Source: an optimization exercise on an open RTL-to-GDS flow (aim: small area). Production flows keep margins and buffers that such runs may drop.
Where RTL was checked, it was by simulation tests only, not by an equivalence proof against the original.
Power is estimated from default activity; no workload was simulated.

Design wspr_enc, start of the top module:
module wspr_enc (
  input  wire       clk,
  input  wire       rst,       
  input  wire       we,        
  input  wire [7:0] addr,      
  input  wire [7:0] wdata,
  output reg  [7:0] rdata      
);
For scale: roughly 2400 cells after synthesis, ~410 flip-flops, about 27 I/O pins, about 23000 um^2 of cells after synthesis.
export LEC_CHECK = 0
export ABC_AREA = 1
export CAP_MARGIN = 20
export CORE_MARGIN = 2
export CORE_UTILIZATION = 40
export GPL_TIMING_DRIVEN = 0
export PLACE_DENSITY = 0.6
export SLEW_MARGIN = 20
create_clock -name core_clock -period 25.0 [get_ports {clk}]
standard.sh (not shown) runs the stock make flow with config.mk's settings and CLKGATE_MAP_FILE= SYNTH_SCRIPT=/design/flow/synth_recipe.tcl, a recipe that flattens the netlist after the stock synthesis.
==> flow/flow/run.sh <==
#!/bin/bash
# Standard layout, with clock tree synthesis told not to add dummy loads.
set -e
export CTS_ARGS="-sink_clustering_enable -repair_clock_nets -buf_list sky130_fd_sc_hd__clkbuf_4 -sink_clustering_size 10 -sink_clustering_max_diameter 38 -dont_use_dummy_load"
bash standard.sh > standard.log 2>&1
Edit:
==> flow/flow/run.sh (replaced) <==
#!/bin/bash
set -e
export PRE_GLOBAL_PLACE_TCL="$(pwd)/flow/rmbuf.tcl"
export CTS_ARGS="-sink_clustering_enable -repair_clock_nets -buf_list sky130_fd_sc_hd__clkbuf_4 -sink_clustering_size 8 -sink_clustering_max_diameter 40 -dont_use_dummy_load"
bash standard.sh > standard.log 2>&1
==> flow/flow/rmbuf.tcl (new file) <==
# Before global placement: take out the buffers synthesis left in the netlist
# (the standard flow does this only in its timing-driven placement mode).
remove_buffers
After rerunning:
- The changed run went through all stages and came out clean
- die area stays the same
- routed wire length goes down by 5.4%
- cell area barely changes

old:
Another version of the RTL of wspr_enc (not shown whole).
For scale: roughly 420 flip-flops, roughly 27 I/O pins, about 24000 um^2 of cells after synthesis.
## wspr_enc
module wspr_enc (
  input  wire       clk,
  input  wire       rst,       
  input  wire       we,        
  input  wire [7:0] addr,      
  input  wire [7:0] wdata,
  output reg  [7:0] rdata      
);
make LEC_CHECK=0 ABC_AREA=1 CAP_MARGIN=20 CORE_MARGIN=2 CORE_UTILIZATION=40 CTS_BUF_LIST=sky130_fd_sc_hd__clkbuf_8 CTS_CLUSTER_DIAMETER=60 CTS_CLUSTER_SIZE=20 PLACE_DENSITY=0.6 SLEW_MARGIN=20 finish   # period 25.0 ns
run.sh (not shown) runs the stock make flow with config.mk's settings and CLKGATE_MAP_FILE= SYNTH_SCRIPT=/design/flow/synth_recipe.tcl, a recipe that flattens the netlist after the stock synthesis.
Stock flow here: none of the scripts above is used.
--- input diff old..new ---
- CTS_CLUSTER_SIZE: 20 -> unset
- CTS_BUF_LIST: sky130_fd_sc_hd__clkbuf_8 -> sky130_fd_sc_hd__clkbuf_4
- CTS_CLUSTER_DIAMETER: 60 -> unset
### Flow results
new did not stop at any stage, and its layout met the timing, design-rule and antenna checks.
Going from old to new, layout overhead on the synthesized area now sits higher, net switching power -16 uW, number of nets in the layout has increased, H-tree depth increased 1.
[compare] base=old new=new: worst path setup slack after routing up 0.042 ns, final standard cell count with taps included and fillers excluded up 128, via count of the first global-routing pass up 666.
Against old as the reference, new delivers a higher final non-filler cell area.
No run of this note included a check of the RTL's function; only the layout flow was run.

== job 101 ==
RTL: one of the versions met above, not the one the previous note started from.
Size: ~410 flip-flops, about 0.023 mm^2 of cells after synthesis.
Design wspr_enc, start of the top module:
module wspr_enc (
  input  wire       clk,
  input  wire       rst,       
  input  wire       we,        
  input  wire [7:0] addr,      
  input  wire [7:0] wdata,
  output reg  [7:0] rdata      
);
clock: 25.0 ns
lec_check: 0
abc_area: 1
cap_margin: 20
core_margin: 2
core_utilization: 65
gpl_timing_driven: 0
place_density: 0.75
slew_margin: 20
standard.sh (not shown) runs the stock make flow with config.mk's settings and CLKGATE_MAP_FILE= SYNTH_SCRIPT=/design/flow/synth_recipe.tcl, a recipe that flattens the netlist after the stock synthesis.
==> flow/flow/run.sh <==
#!/bin/bash
# Standard layout, with clock tree synthesis told not to add dummy loads.
set -e
export CTS_ARGS="-sink_clustering_enable -repair_clock_nets -buf_list sky130_fd_sc_hd__clkbuf_4 -sink_clustering_size 8 -sink_clustering_max_diameter 40 -dont_use_dummy_load"
bash standard.sh > standard.log 2>&1
--- input diff job 101..job 102 ---
- a change of CORE_UTILIZATION from 65 to 40
- a change of PLACE_DENSITY from 0.75 to 0.6
==> flow/flow/run.sh <==
#!/bin/bash
# Standard layout, with clock tree synthesis told not to add dummy loads.
set -e
export CTS_ARGS="-sink_clustering_enable -repair_clock_nets -buf_list sky130_fd_sc_hd__clkbuf_4 -sink_clustering_size 12 -sink_clustering_max_diameter 30 -dont_use_dummy_load"
bash standard.sh > standard.log 2>&1
--- outcome ---
Having completed the whole flow, job 102 delivered a layout that passed the timing, design-rule and antenna checks. Cell area after synthesis: job 102 vs job 101 identical. Combinational fraction of design power in job 102 is 1.3 points lower than in job 101. Setup slack: job 102 less than job 101. Cmp job 102 vs job 101: clock skew lower in job 102.
Changes in job 103 relative to job 102:
- PLACE_DENSITY changed from 0.6 to 0.7
- CORE_UTILIZATION changed from 40 to 55
==> flow/flow/run.sh <==
#!/bin/bash
# Standard layout, with clock tree synthesis told not to add dummy loads.
set -e
export CTS_ARGS="-sink_clustering_enable -repair_clock_nets -buf_list sky130_fd_sc_hd__clkbuf_4 -sink_clustering_size 8 -sink_clustering_max_diameter 40 -dont_use_dummy_load"
bash standard.sh > standard.log 2>&1
==> results.txt <==
Comparing clock buffer count in the final layout for job 103 and job 102, the smaller number came from job 103. Setup slack improves in job 103 relative to job 102. Going from job 102 to job 103, number of standard-cell rows in the floorplan shrank by more than 10%. Across both runs, clock group share of total power was lower for job 103 than for job 102. On job 103: routed wire length is about 2.7% lower than what job 102 gave. Note that the clock network power recorded for job 103 amounts to 0.895 times the value seen in job 102.
Relative to job 103, the following input files were edited for job 104:
- a change of PLACE_DENSITY from 0.7 to 0.6
- a change of CORE_UTILIZATION from 55 to 40
==> flow/flow/run.sh <==
#!/bin/bash
# Standard layout, with clock tree synthesis told not to add dummy loads.
set -e
export CTS_ARGS="-sink_clustering_enable -repair_clock_nets -buf_list {sky130_fd_sc_hd__clkbuf_2 sky130_fd_sc_hd__clkbuf_4 sky130_fd_sc_hd__clkbuf_8} -sink_clustering_size 8 -sink_clustering_max_diameter 40 -dont_use_dummy_load"
bash standard.sh > standard.log 2>&1
Findings:
Compared with job 103, job 104 shows internal portion of total power that has gone up by a little under 10%.
From job 104 to job 103, number of H-tree levels did not move at all.
[diff] worst hold slack after final layout, job 104 relative to job 103: regression
Job 104 does worse than job 103 on cell area.

== red ==
wspr_enc again, from the RTL that the note above started with.
make LEC_CHECK=0 ABC_AREA=1 CAP_MARGIN=20 CORE_MARGIN=2 CORE_UTILIZATION=40 CTS_BUF_LIST=sky130_fd_sc_hd__clkbuf_8 CTS_CLUSTER_DIAMETER=50 CTS_CLUSTER_SIZE=16 GPL_TIMING_DRIVEN=0 PLACE_DENSITY=0.6 SLEW_MARGIN=20 finish   # period 25.0 ns
run.sh (not shown) runs the stock make flow with config.mk's settings and CLKGATE_MAP_FILE= SYNTH_SCRIPT=/design/flow/synth_recipe.tcl, a recipe that flattens the netlist after the stock synthesis.
Stock flow here: none of the scripts above is used.
red ended with every stage complete and zero timing, DRC or antenna violations.
### red -> blue
Settings: CTS_CLUSTER_SIZE removed (was 16); CTS_CLUSTER_DIAMETER removed (was 50); CTS_BUF_LIST removed (was sky130_fd_sc_hd__clkbuf_8).
==> flow/flow/run.sh (new file) <==
#!/bin/bash
# Standard layout, with clock tree synthesis told not to add dummy loads.
set -e
export CTS_ARGS="-sink_clustering_enable -repair_clock_nets -buf_list sky130_fd_sc_hd__clkbuf_8 -sink_clustering_size 16 -sink_clustering_max_diameter 50 -dont_use_dummy_load"
bash standard.sh > standard.log 2>&1
==> flow/standard.sh (new file) <==
#!/bin/bash
# synth_recipe.tcl (not shown) runs the flow's synth.tcl, then flattens the netlist and writes it again
# the make line also repeats each setting of config.mk as NAME=value (left out here)
make -C /OpenROAD-flow-scripts/flow DESIGN_CONFIG=/design/flow/config.mk WORK_HOME=/design/flow/orfs CLKGATE_MAP_FILE= SYNTH_SCRIPT=/design/flow/synth_recipe.tcl "${@:-finish}"
removed: flow/run.sh
Reported for red and blue, area of all sequential standard cells turned out identical to the last digit.
Compared to red, the router laid down less metal wire for blue.
The via count reported for blue is smaller than that of red by about 0.54%.
blue against red: fraction of area in multi-input gates picked up an extra 0.55 points, final worst-path cycle share picked up an extra 0.48 points.
Filler cell count on blue is up relative to red.
Inputs modified between blue and green:
==> flow/flow/run.sh <==
#!/bin/bash
# Standard layout, with clock tree synthesis told not to add dummy loads.
set -e
export CTS_ARGS="-sink_clustering_enable -repair_clock_nets -buf_list sky130_fd_sc_hd__clkbuf_4 -sink_clustering_size 8 -sink_clustering_max_diameter 40 -dont_use_dummy_load"
bash standard.sh > standard.log 2>&1
## What came out
The critical path depth was comparable across green and blue. Non-filler instance count after layout grows slightly when moving from blue to green. green ends up with a number of vias in the routed layout that is 236 higher than in blue. Compared to blue, green has part of the power in combinational logic 0.3 points higher.

Setup of 02-16:
Another version of the RTL of wspr_enc (not shown whole).
Size: roughly 2400 cells after synthesis, ~420 flip-flops, ~27 I/O pins, roughly 0.023 mm^2 of cells after synthesis.
Settings: LEC_CHECK=0, ABC_AREA=1, CAP_MARGIN=20, CORE_MARGIN=2, CORE_UTILIZATION=40, CTS_BUF_LIST=sky130_fd_sc_hd__clkbuf_4, CTS_CLUSTER_DIAMETER=45, CTS_CLUSTER_SIZE=10, PLACE_DENSITY=0.6, SLEW_MARGIN=20; clock period 25.0 ns.
Stock flow here: none of the scripts above is used.
Input changes introduced in 02-21 (baseline for comparison: 02-16):
Settings: swapping 20 for 0 in CAP_MARGIN; swapping 20 for 0 in SLEW_MARGIN.
==> results.txt <==
On net count reported at finish, 02-16 and 02-21 are basically level. The fraction of layout instances using a drive strength above 1 on 02-21 is in line with that on 02-16. Delta (02-21 minus 02-16): setup slack of the critical path after layout moved down; first-pass GRT wire length level; leakage component of the power level; vias per cell level. Comparing 02-16 and 02-21, the lower number of non-clock buffers in the layout is on 02-21. Re critical-path maximum fanout: no difference whatsoever between 02-16 and 02-21. Between 02-21 and 02-16, the total power does not differ in any meaningful way. 02-21 and 02-16 ended up with roughly the same all-layer global routing usage. Final non-filler cell total: 02-21 vs 02-16 — no meaningful difference.

## static timing again, ports no longer ideal
No port has a modelled driver above. Below, the same layouts with a new extraction and two added sets of constraints.
Step 1 (the two cells are an assumption about what drives the block):
set clk [get_ports {clk}]
set_driving_cell -lib_cell sky130_fd_sc_hd__clkbuf_16 $clk
set_driving_cell -lib_cell sky130_fd_sc_hd__buf_2 [delete_from_list [all_inputs] $clk]
Step 2 times the ports against the registers' clock, not the clock port: input delays grow and output delays shrink by t, the midpoint of the rising clock arrivals with the driver on.
Three values: no drivers, after step 1, after step 2; two values: the first two.
run	t (ns)	setup WS [ns]	latest minus earliest clock arrival (ns)	slew at the worst register clock pin (ns)	cell pins on the clock port's net
the first run of note 1	0.871	15.293 / 15.325 / 14.454	0.091 / 0.091	0.11 / 0.11	1
the second run of note 1	0.886	15.625 / 15.626 / 14.740	0.129 / 0.130	0.11 / 0.11	1
old	0.728	15.936 / 15.936 / 15.422	0.051 / 0.051	0.12 / 0.12	1
new	0.932	15.979 / 15.979 / 15.359	0.072 / 0.073	0.08 / 0.08	1
job 101	0.869	15.926 / 15.951 / 15.082	0.153 / 0.153	0.10 / 0.10	1
job 102	0.888	15.364 / 15.396 / 14.508	0.127 / 0.126	0.11 / 0.11	1
job 103	0.885	15.931 / 15.969 / 15.084	0.097 / 0.097	0.10 / 0.10	1
job 104	0.686	15.146 / 15.181 / 14.494	0.085 / 0.085	0.07 / 0.07	1
red	0.717	15.291 / 15.319 / 14.602	0.046 / 0.046	0.11 / 0.11	1
blue	0.701	15.171 / 15.200 / 14.500	0.089 / 0.089	0.11 / 0.11	1
green	0.855	15.346 / 15.378 / 14.524	0.126 / 0.127	0.10 / 0.10	1
02-16	0.909	16.585 / 16.612 / 15.703	0.104 / 0.104	0.12 / 0.12	1
02-21	0.902	16.501 / 16.533 / 15.630	0.106 / 0.107	0.12 / 0.12	1
After both steps setup and hold are still met in every run listed. The setup slack of the second run of note 1, which loses most, moves by +0.001 ns with the drivers and by -0.885 ns with both steps.
